Source: an optimization exercise on an open RTL-to-GDS flow (aim: small area). Production flows keep margins and buffers that such runs may drop. Only simulation tests tie the RTL to the original design; equivalence was not proved. No activity file was given, so power comes from the tool's default toggle rates.

--- design.v ---
module gfig_rx (
    input  wire         clk,
    input  wire         rst,         
    input  wire         in_valid,
    input  wire [7:0]   in_data,
    input  wire         in_last,
    output wire         in_ready,
    output reg          rep_valid,
    output reg  [2:0]   rep_code,
    output reg  [279:0] rep_data
);
    localparam [7:0] M0 = 8'hB2;
    localparam [7:0] M1 = 8'hA1;
    localparam [7:0] VERSION = 8'h01;
    localparam integer NOISE_KEEP = 256;
    localparam integer CHUNK_MAX  = 32;
    localparam integer CAP        = NOISE_KEEP + CHUNK_MAX;    
    localparam [2:0] R_DATA      = 3'd1;
    localparam [2:0] R_CONFIG    = 3'd2;
    localparam [2:0] R_STATUS    = 3'd3;
    localparam [2:0] R_UNKNOWN   = 3'd4;
    localparam [2:0] R_MALFORMED = 3'd5;
    localparam [2:0] R_STORM     = 3'd6;
    localparam [2:0] S_RECV  = 3'd0;
    localparam [2:0] S_GUARD = 3'd1;
    localparam [2:0] S_SCAN  = 3'd2;
    localparam [2:0] S_HDR   = 3'd3;
    localparam [2:0] S_FRAME = 3'd4;
    localparam [2:0] S_STORM = 3'd5;
    reg [7:0] mem [0:CAP-1];
    reg [8:0] head;
    reg [8:0] len;
    reg [3:0] inv;
    reg [2:0] state;
    reg [8:0] scan_i;        
    reg [7:0] prev;          
    reg [5:0] fk;            
    reg [6:0] fn;            
    reg [1:0] ftype;
    reg [15:0] crc;
    reg [7:0] crc_lo;
    reg       ver_ok;
    reg [279:0] payload;
    function [8:0] bidx;
        input [8:0] h;
        input [8:0] k;
        reg   [9:0] s;
        begin
            s = {1'b0, h} + {1'b0, k};
            if (s >= CAP)
                s = s - CAP;
            bidx = s[8:0];
        end
    endfunction
    function [15:0] crc_byte;
        input [15:0] c;
        input [7:0]  b;
        integer j;
        reg [15:0] r;
        begin
            r = c ^ {b, 8'h00};
            for (j = 0; j < 8; j = j + 1)
                r = r[15] ? ((r << 1) ^ 16'h1021) : (r << 1);
            crc_byte = r;
        end
    endfunction
    reg [8:0] rd_k;
    always @* begin
        case (state)
            S_SCAN:  rd_k = scan_i;
            S_HDR:   rd_k = 9'd3;
            default: rd_k = {3'b000, fk};
        endcase
    end
    wire [7:0] rd_byte = mem[bidx(head, rd_k)];
    reg [6:0] hdr_n;
    always @* begin
        case (rd_byte)
            8'h01:   hdr_n = 7'd16;
            8'h02:   hdr_n = 7'd64;
            8'h03:   hdr_n = 7'd14;
            default: hdr_n = 7'd0;
        endcase
    end
    reg [5:0] last_field;
    always @* begin
        case (ftype)
            2'd1:    last_field = 6'd12;
            2'd2:    last_field = 6'd38;
            default: last_field = 6'd11;
        endcase
    end
    assign in_ready = (state == S_RECV);
    always @(posedge clk) begin
        if (in_valid && in_ready)
            mem[bidx(head, len)] <= in_data;
    end
    always @(posedge clk) begin
        if (rst) begin
            state     <= S_RECV;
            head      <= 9'd0;
            len       <= 9'd0;
            inv       <= 4'd0;
            rep_valid <= 1'b0;
            rep_code  <= 3'd0;
            rep_data  <= 280'd0;
        end else begin
            rep_valid <= 1'b0;
            case (state)
                S_RECV: begin
                    if (in_valid) begin
                        len <= len + 9'd1;
                        if (in_last)
                            state <= S_GUARD;
                    end
                end
                S_GUARD: begin
                    if (len < 9'd8) begin
                        state <= S_RECV;
                    end else begin
                        scan_i <= 9'd0;
                        state  <= S_SCAN;
                    end
                end
                S_SCAN: begin
                    if (scan_i == len) begin
                        if (len > NOISE_KEEP) begin
                            head <= bidx(head, len - NOISE_KEEP);
                            len  <= NOISE_KEEP;
                        end
                        state <= S_RECV;
                    end else begin
                        prev   <= rd_byte;
                        scan_i <= scan_i + 9'd1;
                        if (scan_i != 9'd0 && prev == M0 && rd_byte == M1) begin
                            head  <= bidx(head, scan_i - 9'd1);
                            len   <= len - (scan_i - 9'd1);
                            state <= S_HDR;
                        end
                    end
                end
                S_HDR: begin
                    if (len < 9'd4) begin
                        state <= S_RECV;
                    end else if (hdr_n == 7'd0) begin
                        head      <= bidx(head, 9'd1);
                        len       <= len - 9'd1;
                        inv       <= inv + 4'd1;
                        rep_valid <= 1'b1;
                        rep_code  <= R_UNKNOWN;
                        rep_data  <= 280'd0;
                        state     <= S_STORM;
                    end else if (len < {2'b00, hdr_n}) begin
                        state <= S_RECV;
                    end else begin
                        fn      <= hdr_n;
                        ftype   <= rd_byte[1:0];
                        fk      <= 6'd0;
                        crc     <= 16'hFFFF;
                        ver_ok  <= 1'b0;
                        payload <= 280'd0;
                        state   <= S_FRAME;
                    end
                end
                S_FRAME: begin
                    fk <= fk + 6'd1;
                    if ({1'b0, fk} < fn - 7'd2) begin
                        crc <= crc_byte(crc, rd_byte);
                        if (fk == 6'd2)
                            ver_ok <= (rd_byte == VERSION);
                        if (fk >= 6'd4 && fk <= last_field)
                            payload[8*(fk-6'd4) +: 8] <= rd_byte;
                    end else if ({1'b0, fk} == fn - 7'd2) begin
                        crc_lo <= rd_byte;
                    end else begin
                        head <= bidx(head, {2'b00, fn});
                        len  <= len - {2'b00, fn};
                        rep_valid <= 1'b1;
                        if (ver_ok && {rd_byte, crc_lo} == crc) begin
                            inv      <= 4'd0;
                            rep_code <= {1'b0, ftype};
                            rep_data <= payload;
                        end else begin
                            inv      <= inv + 4'd1;
                            rep_code <= R_MALFORMED;
                            rep_data <= 280'd0;
                        end
                        state <= S_STORM;
                    end
                end
                S_STORM: begin
                    if (inv > 4'd10) begin
                        head      <= 9'd0;
                        len       <= 9'd0;
                        inv       <= 4'd0;
                        rep_valid <= 1'b1;
                        rep_code  <= R_STORM;
                        rep_data  <= 280'd0;
                    end
                    state <= S_GUARD;
                end
                default: state <= S_RECV;
            endcase
        end
    end
endmodule
--- run.sh ---
#!/bin/bash
# synth_recipe.tcl (not shown) runs the flow's synth.tcl, then flattens the netlist and writes it again
# the make line also repeats each setting of config.mk as NAME=value (left out here)
make -C /OpenROAD-flow-scripts/flow DESIGN_CONFIG=/design/flow/config.mk WORK_HOME=/design/flow/orfs CLKGATE_MAP_FILE= SYNTH_SCRIPT=/design/flow/synth_recipe.tcl finish
--- config.mk ---
export PLATFORM = sky130hd
export DESIGN_NAME = gfig_rx
export DESIGN_NICKNAME = gfig_rx
export VERILOG_FILES = /design/flow/design.v
export SDC_FILE = /design/flow/constraint.sdc
export NUM_CORES = 4
export LEC_CHECK = 0
export CAP_MARGIN = 20
export CORE_MARGIN = 2
export CORE_UTILIZATION = 40
export SLEW_MARGIN = 20
--- constraint.sdc ---
create_clock -name core_clock -period 14.0 [get_ports {clk}]
set_input_delay 2.8000 -clock core_clock [delete_from_list [all_inputs] [get_ports {clk}]]
set_output_delay 2.8000 -clock core_clock [all_outputs]
set_load 0.01 [all_outputs]
==> results.txt <==
run status=timing/DRC/antenna clean; Root Buffer=clkbuf_16; Mapped Area=0.121 mm²; Synth Warn #=1; syn_area_per_cell=16.6 µm²; PwrDens=142 mW/mm²; Slew Limit Fails=0; gr usage total=20.0%; GRT Residual Overflow=0; die height=553 µm; Required @ worst endpoint=14,440 ps; library cells used by synthesis=89; Max clock buf depth=4; endpoints failing hold=0; endpoints failing setup=0; Hold Crit Class=reg2reg; via count=66,251; DP HPWL=187 mm; layout cells sized above 1=19.7%; DRT antenna net count=0; normalized max-slew margin=15.4%; crit path buf inv count=5; first-pass GRT wire length=458 mm; postcts setup bufs=0; Leak Pwr=44.3 nW; RSZ-0062 raised after global routing=no; Synth area leaders=edfxtp_1 (66%), mux4_2 (13%), dfxtp_1 (5.1%), nand2_1 (3.5%), nor2_1 (2.0%); I/O pins=297; Tmin final=11,290 ps; die area=0.306 mm²; Area Growth Syn to Fin=14.6%; share of the synthesized area in the top cell type=65.6%; Clock Pin Slew Worst Setup and Hold Paths=60 ps; Inst Count DP=11,233; die width=553 µm; fin cells=11,808; critical path's top delay family=simple AND/OR/NAND/NOR gates; most common cell after layout, fill and taps aside=edfxtp_1; Core Region=0.300 mm²; initial drt markers=7,620; CP Class=reg2reg; Layout Nets=7,707; placer congestion estimate=0.843; EDFF count, synth=2,637; largest area contributor in the netlist=edfxtp_1; Worst VDD drop=0.123 mV; critical path depth in cells=27; commonest non-fill, non-tap cells in the layout=edfxtp_1 (2,637), nand2_1 (1,093), mux4_2 (680), nor2_1 (625), clkbuf_16 (323); sequential share of the synthesized area=70.8%; Synth Flop Type=edfxtp_1; Layout Skew=61.1 ps; CTS Hold Bufs=0; Max-Cap Viols=0; Cell Rows=201; CP Capture Type=register; average wire per standard cell=26.5 µm; largest net degree at the start of global routing=230; crit-path max FO=179; Net Count, Synth=7,391; max incr delay on CP=1020 ps; Async S/R FF share, synth=0%; CTS Buf Count=316; H-tree depth=5; final period utilization=80.6%; slowest cell on the critical path=fa_4; Routed WL=312 mm; # resized after CTS=0; critical path launch point type=register; hold depth=2; DR vias/cell=5.61; worst skew pair latency=920 ps; port bufs=296; Hold Slack=452 ps; Syn Inst Count=7,282; Setup TNS=0 ps; Initial Util=40.2%; number of synthesized register bits=2,946; vias in the first global route=65,657; Worst-Margin Slew=1270 ps; Max Freq=0.0886 GHz; CTS tree=yes; Clock Sinks=2,946; antenna violations before repair=9; number of remaining DRC errors=0; Critical Path AT=11,720 ps; worst-case reg-to-reg path depth=27; Initial DRT Pass Iterations=6
==> worst reg2reg max path, stage by stage, from the launching register on <==
cell and delay [ps]:
dfxtp_1 480, nor2b_1 540, nand2_1 400, nor2_1 250
a21oi_1 120, ha_4 220, fa_4 1020, buf_4 720
mux4_2 450, mux4_2 470, mux2i_1 310, o21ai_0 150
o211ai_1 400, and4_1 520, a21boi_4 90, buf_4 370
or4_4 640, nor3_1 360, and3_1 250, inv_1 70
ha_1 290, a21o_1 170, a211o_1 270, a2111oi_0 610
inv_1 110, o211ai_1 410, nand2_4 420, buf_12 460
==> stage by stage <==
stage	area [µm²]	utilization, %	worst slack (ps)	power, mW
global route	138000	46.1	2360	20.2
finish	138000	46.1	2710	19.6
CTS	138000	46.0	3060	19.8
detailed placement	128000	42.6	3070	11.6
global placement	128000	42.6	3230	11.6
floorplan	121000	-	146	10.8
==> where the power goes <==
group	switching (mW)	leakage, nW	internal, mW	total, mW
clock	3.48	4.96	4.76	8.24
combinational	1.17	12.6	0.615	1.78
sequential	0.0198	26.7	9.58	9.60
==> metal layers <==
| metal | part of all wire, % | GRT usage (%) | up-vias |
|---|---|---|---|
| li1 | - | - | 28653 |
| met1 | 43 | 28.7 | 34359 |
| met5 | 0.0045 | 0 | - |
| met3 | 7.6 | 3.44 | 495 |
| met4 | 3.1 | 6.40 | 2 |
| met2 | 46 | 31.2 | 2742 |
==> layout make-up <==
cell class	instances	area, µm²
inverter	66	255
multi-input combinational	3844	33100
antenna	2	5.00
tap	3958	4950
clock inverter	174	1730
fill	25565	162000
sequential	2946	85400
clock buffer	394	8460
timing repair buffer	424	4310
==> flip-flops by register name, summed over array words and instances (netlist names) <==
register / cells
rep_data: 280
ftype: 2
rep_valid: 1
mem: 2304
scan_i: 9
crc_lo: 8
ver_ok: 1
head: 9
prev: 8
rep_code: 3
state: 3
fn: 3
fk: 6
inv: 4
payload: 280
crc: 16
len: 9
==> cells by family after synthesis <==
| kind of cell | count (synthesis) | share of synthesized area [%] |
|---|---|---|
| fa+ha+maj | 97 | 1.04 |
| flops | 2946 | 70.8 |
| mux | 879 | 14.4 |
| xor+xnor | 122 | 0.910 |
| buf+inv | 492 | 1.98 |
| compound gates | 723 | 4.14 |
| simple gates | 2023 | 6.80 |
==> cell usage after synthesis, types with 36 or more instances <==
| library cell | number |
|---|---|
| a21oi_1 | 294 |
| a21oi_2 | 202 |
| buf_2 | 103 |
| buf_4 | 38 |
| buf_6 | 36 |
| clkbuf_1 | 234 |
| dfxtp_1 | 309 |
| edfxtp_1 | 2637 |
| ha_1 | 91 |
| inv_1 | 64 |
| mux2i_1 | 193 |
| mux4_2 | 680 |
| nand2_1 | 1111 |
| nand3_1 | 100 |
| nor2_1 | 631 |
| o21ai_0 | 36 |
| xnor2_1 | 76 |
| xor2_1 | 43 |
==> final timing paths <==
path / to / from / slack (ps)
max: payload[113] / state[1] / 2710
min: rep_data[74] / rep_data[74] / 450
min reg2reg: rep_data[74] / rep_data[74] / 450
max reg2reg: payload[113] / state[1] / 2710

## port drivers added, routing unchanged
The flow's constraints put no driver on any port. The routed layout listed below was extracted and timed again, unchanged, in two steps.
Step 1: set_driving_cell puts a clkbuf_16 on clk and a buf_2 on each other input, an assumption about the parent block.
Step 2 times the ports against the registers' clock, not the clock port: input delays grow and output delays shrink by t, the midpoint of the rising clock arrivals with the driver on.
Three values: ideal, step 1, step 2; two values: the first two.
shift t [ns]: 0.982
setup slack, ns: 2.715 / 2.715 / 2.715
clock arrival spread, ns: 0.061 / 0.061
worst slew at a driven data input, ns: 0.09
cell pins on the clock port's net: 1
After both steps this run still meets setup and hold. The setup slack of this run moves by 0.000 ns with the drivers and by 0.000 ns with both steps.
